This is an optimization exercise on Yosys and OpenROAD, whose aim is a short achievable clock period and few clock cycles, not a production implementation. Where RTL was checked, it was by simulation tests only, not by an equivalence proof against the original. No activity file was given, so power comes from the tool's default toggle rates.

// csc16
module csc16 (
    input  wire        clk,
    input  wire        rst,
    input  wire        cmd_valid,
    output wire        cmd_ready,
    input  wire [39:0] cmd_word,
    output wire        rsp_valid,
    output wire [2:0]  rsp_status,
    output wire [31:0] rsp_res,
    output reg         str_valid,
    output reg  [7:0]  str_data,
    output wire        tx_valid,
    output wire [7:0]  tx_data,
    input  wire        tx_ok,
    input  wire        tx_fail,
    output wire        rx_req,
    input  wire        rx_valid,
    input  wire [7:0]  rx_data,
    input  wire        rx_timeout,
    input  wire        rx_err
);
==> flow/config.mk <==
export PLATFORM = sky130hd
export DESIGN_NAME = csc16
export DESIGN_NICKNAME = csc16
export VERILOG_FILES = /design/flow/design.v
export SDC_FILE = /design/flow/constraint.sdc
export NUM_CORES = 4
export LEC_CHECK = 0
export ABC_CLOCK_PERIOD_IN_PS = 1500
export CAP_MARGIN = 20
export CORE_MARGIN = 2
export CORE_UTILIZATION = 40
export SETUP_SLACK_MARGIN = 5.0
export SLEW_MARGIN = 20
export TNS_END_PERCENT = 100
==> flow/constraint.sdc <==
create_clock -name core_clock -period 4.0 [get_ports {clk}]
set_input_delay 0.8000 -clock core_clock [delete_from_list [all_inputs] [get_ports {clk}]]
set_output_delay 0.8000 -clock core_clock [all_outputs]
set_load 0.01 [all_outputs]
run.sh (not shown) runs the stock make flow with config.mk's settings and CLKGATE_MAP_FILE= SYNTH_SCRIPT=/design/flow/synth_recipe.tcl, a recipe that flattens the netlist after the stock synthesis.
Then changed:
--- a/flow/config.mk
+++ b/flow/config.mk
@@ -11,2 +11,4 @@
 export CORE_UTILIZATION = 40
+export CTS_CLUSTER_DIAMETER = 150
+export CTS_CLUSTER_SIZE = 60
 export SETUP_SLACK_MARGIN = 5.0
Global-route usage is unchanged.
Total power does not change.
Worst hold slack stays the same.
Flip-flop and latch count stays the same.
Setup slack does not change.
Via count does not change.
Fmax stays the same.
Count of clock-buffer cells in the layout stays the same.
Sequential power barely changes.
Cell area does not change.
Then changed:
--- a/flow/config.mk
+++ b/flow/config.mk
@@ -7,3 +7,3 @@
 export LEC_CHECK = 0
-export ABC_CLOCK_PERIOD_IN_PS = 1500
+export ABC_CLOCK_PERIOD_IN_PS = 50
 export CAP_MARGIN = 20
@@ -11,4 +11,2 @@
 export CORE_UTILIZATION = 40
-export CTS_CLUSTER_DIAMETER = 150
-export CTS_CLUSTER_SIZE = 60
 export SETUP_SLACK_MARGIN = 5.0
Result: Clock-buffer cell count stays the same. Clock power barely changes. Power does not change. Routed wire length does not change. Via count is unchanged. Combinational power hardly moves. Setup slack is unchanged.
No functional check of the RTL was part of any run of this note.

* * *

csc16, a different RTL version from the one above (not shown whole).
Size in the first run: roughly 980 cells after synthesis, ~8400 µm² of cells after synthesis.
clock: 4.0 ns
lec_check: 0
abc_clock_period_in_ps: 1500
cap_margin: 20
core_margin: 2
core_utilization: 45
setup_slack_margin: 5.0
slew_margin: 20
synth_hierarchical: 1
synth_minimum_keep_size: 0
tns_end_percent: 100
Testbench counts at the start, summed over its fixed seeds: cycles 19,498.
Then changed:
CORE_UTILIZATION = 40   (was 45)
SETUP_SLACK_MARGIN = 2.5   (was 5.0)
After rerunning:
- total power drops by a few percent
- global-route usage drops by 4.7 points
- die area climbs by roughly a tenth
Then changed:
SETUP_SLACK_MARGIN = 4.0   (was 2.5)
After rerunning: Worst setup slack gets better by 0.023 ns. Clock skew decreases by 0.0063 ns. Sequential share of layout area decreases by 0.69 points. Via count stays flat. Die area is unchanged. Routed wire length increases by 4.3%.

* * *

== exp/xenon ==
The RTL this note starts from:
==> flow/design.v <==
module csc16_sel #(
    parameter W = 1
) (
    input  wire         s,
    input  wire [W-1:0] a,
    input  wire [W-1:0] b,
    output wire [W-1:0] y
);
    assign y = s ? a : b;
endmodule
module csc16 (
    input  wire        clk,
    input  wire        rst,
    input  wire        cmd_valid,
    output wire        cmd_ready,
    input  wire [39:0] cmd_word,
    output wire        rsp_valid,
    output wire [2:0]  rsp_status,
    output wire [31:0] rsp_res,
    output reg         str_valid,
    output reg  [7:0]  str_data,
    output wire        tx_valid,
    output wire [7:0]  tx_data,
    input  wire        tx_ok,
    input  wire        tx_fail,
    output wire        rx_req,
    input  wire        rx_valid,
    input  wire [7:0]  rx_data,
    input  wire        rx_timeout,
    input  wire        rx_err
);
    localparam [2:0] ST_OK       = 3'd0;
    localparam [2:0] ST_SHORT    = 3'd1;
    localparam [2:0] ST_MISMATCH = 3'd2;
    localparam [2:0] ST_TRANSP   = 3'd3;
    localparam [2:0] ST_ILLEGAL  = 3'd4;
    function [15:0] crc_step;
        input [15:0] s;
        input [7:0]  b;
        integer i;
        reg [15:0] t;
        begin
            t = s ^ {b, 8'h00};
            for (i = 0; i < 8; i = i + 1)
                if (t[15]) t = (t << 1) ^ 16'h1021;
                else       t = t << 1;
            crc_step = t;
        end
    endfunction
    reg [15:0] crc;
    reg        ir;       
    reg        rr;       
    reg        txm;      
    reg        rxm;      
    reg        last;     
    reg        tl;       
    reg        dl;       
    reg        feed;     
    reg        strm;     
    reg        ckm;      
    reg        s8;       
    reg        s16;      
    reg        hm;       
    reg        clrp;     
    reg        updp;     
    reg [2:0]  st;
    reg [31:0] R;        
    reg [31:0] sh;       
    reg [5:0]  cnt;      
    wire tdone = tl & tx_ok;
    wire ddone = dl & rx_valid;
    assign rsp_valid  = rr | tdone | ddone;
    assign cmd_ready  = ir | tdone | ddone;
    assign rsp_status = st;
    assign rsp_res    = {R[31:8] | {24{s8 & rx_data[7]}}, rxm ? rx_data : R[7:0]};
    assign tx_valid   = txm;
    assign rx_req     = rxm;
    assign tx_data    = sh[31:24];
    wire        take = cmd_valid & cmd_ready;
    wire [7:0]  op   = cmd_word[39:32];
    wire [31:0] imm  = cmd_word[31:0];
    wire        fd_rx  = rxm & feed & rx_valid;
    wire        fd_tx  = (txm & feed & tx_ok) | updp;
    wire [15:0] crc_a  = crc_step(crc, 8'h00);
    wire [15:0] crc_rx = crc_a ^ crc_step(16'h0000, rx_data);
    wire [15:0] crc_tx = crc_a ^ crc_step(16'h0000, sh[31:24]);
    wire [15:0] crc_e  = clrp ? 16'h0000 : fd_tx ? crc_tx : crc;
    wire [15:0] crc_nx;
    csc16_sel #(.W(16)) u_crc (.s(fd_rx), .a(crc_rx), .b(crc_e), .y(crc_nx));
    always @(posedge clk) begin
        if (rst)
            crc <= 16'h0000;
        else
            crc <= crc_nx;
    end
    always @(posedge clk) begin
        str_data  <= rx_data;
        if (rst)
            str_valid <= 1'b0;
        else
            str_valid <= rxm & strm & rx_valid & (rx_data != 8'h00);
    end
    reg        ir_c, rr_c, txm_c, rxm_c, last_c, tl_c, dl_c, feed_c, strm_c, ckm_c;
    reg        s8_c, s16_c, hm_c, clrp_c, updp_c;
    reg [2:0]  st_c;
    reg [31:0] R_c, sh_c;
    reg [5:0]  cnt_c;
    always @(*) begin
        ir_c   = ir;
        rr_c   = 1'b0;
        txm_c  = txm;
        rxm_c  = rxm;
        last_c = last;
        tl_c   = tl;
        dl_c   = dl;
        feed_c = feed;
        strm_c = strm;
        ckm_c  = ckm;
        s8_c   = s8;
        s16_c  = s16;
        hm_c   = hm;
        clrp_c = 1'b0;
        updp_c = 1'b0;
        st_c   = st;
        R_c    = R;
        sh_c   = sh;
        cnt_c  = cnt;
        if (txm) begin
            if (tx_fail) begin
                txm_c = 1'b0;
                tl_c  = 1'b0;
                ir_c  = 1'b1;
                rr_c  = 1'b1;
                st_c  = ST_TRANSP;
                R_c   = 32'd0;
            end else if (tx_ok) begin
                sh_c   = {sh[23:0], 8'd0};
                cnt_c  = cnt - 6'd1;
                last_c = (cnt == 6'd2);
                tl_c   = (cnt == 6'd2);
                if (last) begin
                    txm_c = 1'b0;
                    ir_c  = 1'b1;
                end
            end
        end
        if (rxm) begin
            if (rx_timeout | rx_err) begin
                rxm_c = 1'b0;
                dl_c  = 1'b0;
                s8_c  = 1'b0;
                ir_c  = 1'b1;
                rr_c  = 1'b1;
                st_c  = rx_timeout ? ST_SHORT : ST_TRANSP;
                R_c   = 32'd0;
            end else if (rx_valid) begin
                if (strm) begin
                    cnt_c = cnt + 6'd1;
                    if (rx_data == 8'h00) begin
                        rxm_c = 1'b0;
                        ir_c  = 1'b1;
                        rr_c  = 1'b1;
                        R_c   = {26'd0, cnt};
                    end else if (cnt == 6'd47) begin
                        rxm_c = 1'b0;
                        ir_c  = 1'b1;
                        rr_c  = 1'b1;
                        R_c   = {26'd0, cnt + 6'd1};
                    end
                end else if (ckm) begin
                    last_c = 1'b1;
                    if (!last) begin
                        hm_c       = (rx_data == crc[15:8]);
                        R_c[15:8]  = rx_data;
                    end else begin
                        rxm_c = 1'b0;
                        ir_c  = 1'b1;
                        rr_c  = 1'b1;
                        if (hm && rx_data == crc[7:0]) begin
                            R_c = {16'd0, R[15:8], rx_data};
                        end else begin
                            R_c  = 32'd0;
                            st_c = ST_MISMATCH;
                        end
                    end
                end else begin
                    cnt_c  = cnt - 6'd1;
                    last_c = (cnt == 6'd2);
                    dl_c   = (cnt == 6'd2);
                    R_c    = {s16 ? {16{rx_data[7]}} : R[23:8], rx_data, 8'd0};
                    if (last) begin
                        rxm_c = 1'b0;
                        dl_c  = 1'b0;
                        s8_c  = 1'b0;
                        ir_c  = 1'b1;
                    end
                end
            end
        end
    end
    reg        ir_n, rr_n, txm_n, rxm_n, last_n, tl_n, dl_n, feed_n, strm_n, ckm_n;
    reg        s8_n, s16_n, clrp_n, updp_n;
    reg [2:0]  st_n;
    reg [31:0] R_n, sh_n;
    reg [5:0]  cnt_n;
    always @(*) begin
        st_n   = ST_OK;
        R_n    = 32'd0;
        rr_n   = 1'b0;
        txm_n  = 1'b0;
        rxm_n  = 1'b0;
        tl_n   = 1'b0;
        dl_n   = 1'b0;
        s8_n   = 1'b0;
        s16_n  = 1'b0;
        strm_n = 1'b0;
        ckm_n  = 1'b0;
        feed_n = 1'b0;
        last_n = 1'b0;
        ir_n   = 1'b1;
        cnt_n  = 6'd0;
        clrp_n = 1'b0;
        updp_n = 1'b0;
        sh_n   = op[5]           ? {crc_nx, 16'd0}    :
                 (op[4] & op[1]) ? imm                :
                 (op[4] & op[0]) ? {imm[15:0], 16'd0} :
                                   {imm[7:0], 24'd0};
        case (op)
            8'h00: begin
                clrp_n = 1'b1;
                rr_n   = 1'b1;
            end
            8'h01: begin
                updp_n = 1'b1;
                rr_n   = 1'b1;
            end
            8'h02: begin
                R_n  = {16'd0, crc_nx};
                rr_n = 1'b1;
            end
            8'h10, 8'h11, 8'h12, 8'h14, 8'h15, 8'h16: begin
                txm_n  = 1'b1;
                ir_n   = 1'b0;
                feed_n = 1'b1;
                case (op[1:0])
                    2'd0: begin
                        cnt_n  = 6'd1;
                        last_n = 1'b1;
                        tl_n   = 1'b1;
                    end
                    2'd1:    cnt_n = 6'd2;
                    default: cnt_n = 6'd4;
                endcase
            end
            8'h30: begin
                txm_n = 1'b1;
                ir_n  = 1'b0;
                cnt_n = 6'd2;
            end
            8'h20, 8'h21, 8'h22, 8'h24, 8'h25, 8'h26: begin
                rxm_n  = 1'b1;
                ir_n   = 1'b0;
                feed_n = 1'b1;
                case (op[1:0])
                    2'd0: begin
                        cnt_n  = 6'd1;
                        last_n = 1'b1;
                        dl_n   = 1'b1;
                        s8_n   = op[2];
                    end
                    2'd1: begin
                        cnt_n = 6'd2;
                        s16_n = op[2];
                    end
                    default: cnt_n = 6'd4;
                endcase
            end
            8'h28: begin
                rxm_n  = 1'b1;
                ir_n   = 1'b0;
                feed_n = 1'b1;
                strm_n = 1'b1;
            end
            8'h31: begin
                rxm_n = 1'b1;
                ir_n  = 1'b0;
                ckm_n = 1'b1;
                cnt_n = 6'd2;
            end
            default: begin
                st_n = ST_ILLEGAL;
                rr_n = 1'b1;
            end
        endcase
    end
    localparam NW = 19 + 3 + 32 + 32 + 6;
    wire [NW-1:0] nx;
    csc16_sel #(.W(NW)) u_take (
        .s (take),
        .a ({ir_n, rr_n, txm_n, rxm_n, last_n, tl_n, dl_n, feed_n, strm_n, ckm_n,
             s8_n, s16_n, hm,   clrp_n, updp_n, 4'b0000,
             st_n, R_n, sh_n, cnt_n}),
        .b ({ir_c, rr_c, txm_c, rxm_c, last_c, tl_c, dl_c, feed_c, strm_c, ckm_c,
             s8_c, s16_c, hm_c, clrp_c, updp_c, 4'b0000,
             st_c, R_c, sh_c, cnt_c}),
        .y (nx)
    );
    always @(posedge clk) begin
        {hm, st, R, sh, cnt} <= {nx[NW-13], nx[72:0]};
        {last, feed, strm, ckm, s16} <= {nx[NW-5], nx[NW-8], nx[NW-9], nx[NW-10],
                                        nx[NW-12]};
        if (rst) begin
            ir   <= 1'b1;
            rr   <= 1'b0;
            txm  <= 1'b0;
            rxm  <= 1'b0;
            tl   <= 1'b0;
            dl   <= 1'b0;
            s8   <= 1'b0;
            clrp <= 1'b0;
            updp <= 1'b0;
        end else begin
            {ir, rr, txm, rxm} <= nx[NW-1:NW-4];
            {tl, dl} <= nx[NW-6:NW-7];
            s8   <= nx[NW-11];
            clrp <= nx[NW-14];
            updp <= nx[NW-15];
        end
    end
endmodule
clock: 4.0 ns
lec_check: 0
abc_clock_period_in_ps: 1500
cap_margin: 20
core_margin: 2
core_utilization: 40
setup_slack_margin: 5.0
slew_margin: 20
tns_end_percent: 100
exp/xenon completed end to end with timing, DRC and antenna clean.
Testbench counts of exp/xenon, summed over its fixed seeds: cycles 19,303.
#### Input delta (exp/tundra over exp/xenon)
# exp/xenon
export LEC_CHECK = 0
export ABC_CLOCK_PERIOD_IN_PS = 1500
export CAP_MARGIN = 20
export CORE_MARGIN = 2
export CORE_UTILIZATION = 40
export SETUP_SLACK_MARGIN = 5.0
export SLEW_MARGIN = 20
export TNS_END_PERCENT = 100
create_clock -name core_clock -period 4.0 [get_ports {clk}]
# exp/tundra
export LEC_CHECK = 0
export ABC_CLOCK_PERIOD_IN_PS = 1500
export CAP_MARGIN = 20
export CORE_MARGIN = 2
export CORE_UTILIZATION = 40
export SETUP_SLACK_MARGIN = 5.0
export SLEW_MARGIN = 20
export SYNTH_HIERARCHICAL = 1
export SYNTH_MINIMUM_KEEP_SIZE = 0
export TNS_END_PERCENT = 100
create_clock -name core_clock -period 4.0 [get_ports {clk}]
[summary]
- A timing endpoint of the critical path of rsp_res[2] is what exp/tundra shows, while R[7] belongs to exp/xenon.
- As far as number of violations of the max-capacitance limit goes, exp/tundra and exp/xenon are indistinguishable; the numbers are identical.
- Comparing exp/tundra and exp/xenon, normalized max-slew margin is higher on exp/xenon.
- Compared with exp/xenon, number of DRC violations after detailed-routing iteration 0 in exp/tundra decreased by more than a quarter.
- exp/tundra: detail-routed via count per cell is about 13% lower than what exp/xenon reported.
- | number of instances in the synthesized netlist | exp/tundra vs exp/xenon | about 20% higher |
- exp/tundra vs exp/xenon on fmax: exp/tundra is the higher one.
- NOTE: clock-cell share of area in exp/tundra falls short of that of exp/xenon

==> port drivers added, routing unchanged <==
Ports are ideal in the flow. The routed layouts listed here were re-timed in OpenROAD.
Step 1 sets driving cells, clkbuf_16 on the clock port and buf_2 on the other inputs (assumed; they add their load-dependent delay and slew).
Step 2 adds t to the input delays and takes it off the output delays; t is the mean of the earliest and latest rising clock arrival at the registers after step 1. Input paths then give back, and output paths get back, about the clock's delay inside the block.
Three values: no drivers, after step 1, after step 2; two values: the first two.
run | t, ns | setup slack, ns | cell pins on the clock port's net
the first run of note 1 | 0.477 | 1.396 / 1.404 / 0.927 | 1
the second run of note 1 | 0.477 | 1.396 / 1.404 / 0.927 | 1
the third run of note 1 | 0.477 | 1.396 / 1.404 / 0.927 | 1
the first run of note 2 | 0.466 | 1.775 / 1.755 / 1.349 | 1
the second run of note 2 | 0.463 | 1.756 / 1.708 / 1.360 | 1
the third run of note 2 | 0.469 | 1.779 / 1.732 / 1.330 | 1
exp/xenon | 0.464 | 1.683 / 1.684 / 1.223 | 1
exp/tundra | 0.471 | 1.733 / 1.687 / 1.270 | 1
After both steps setup and hold are still met in every run listed.
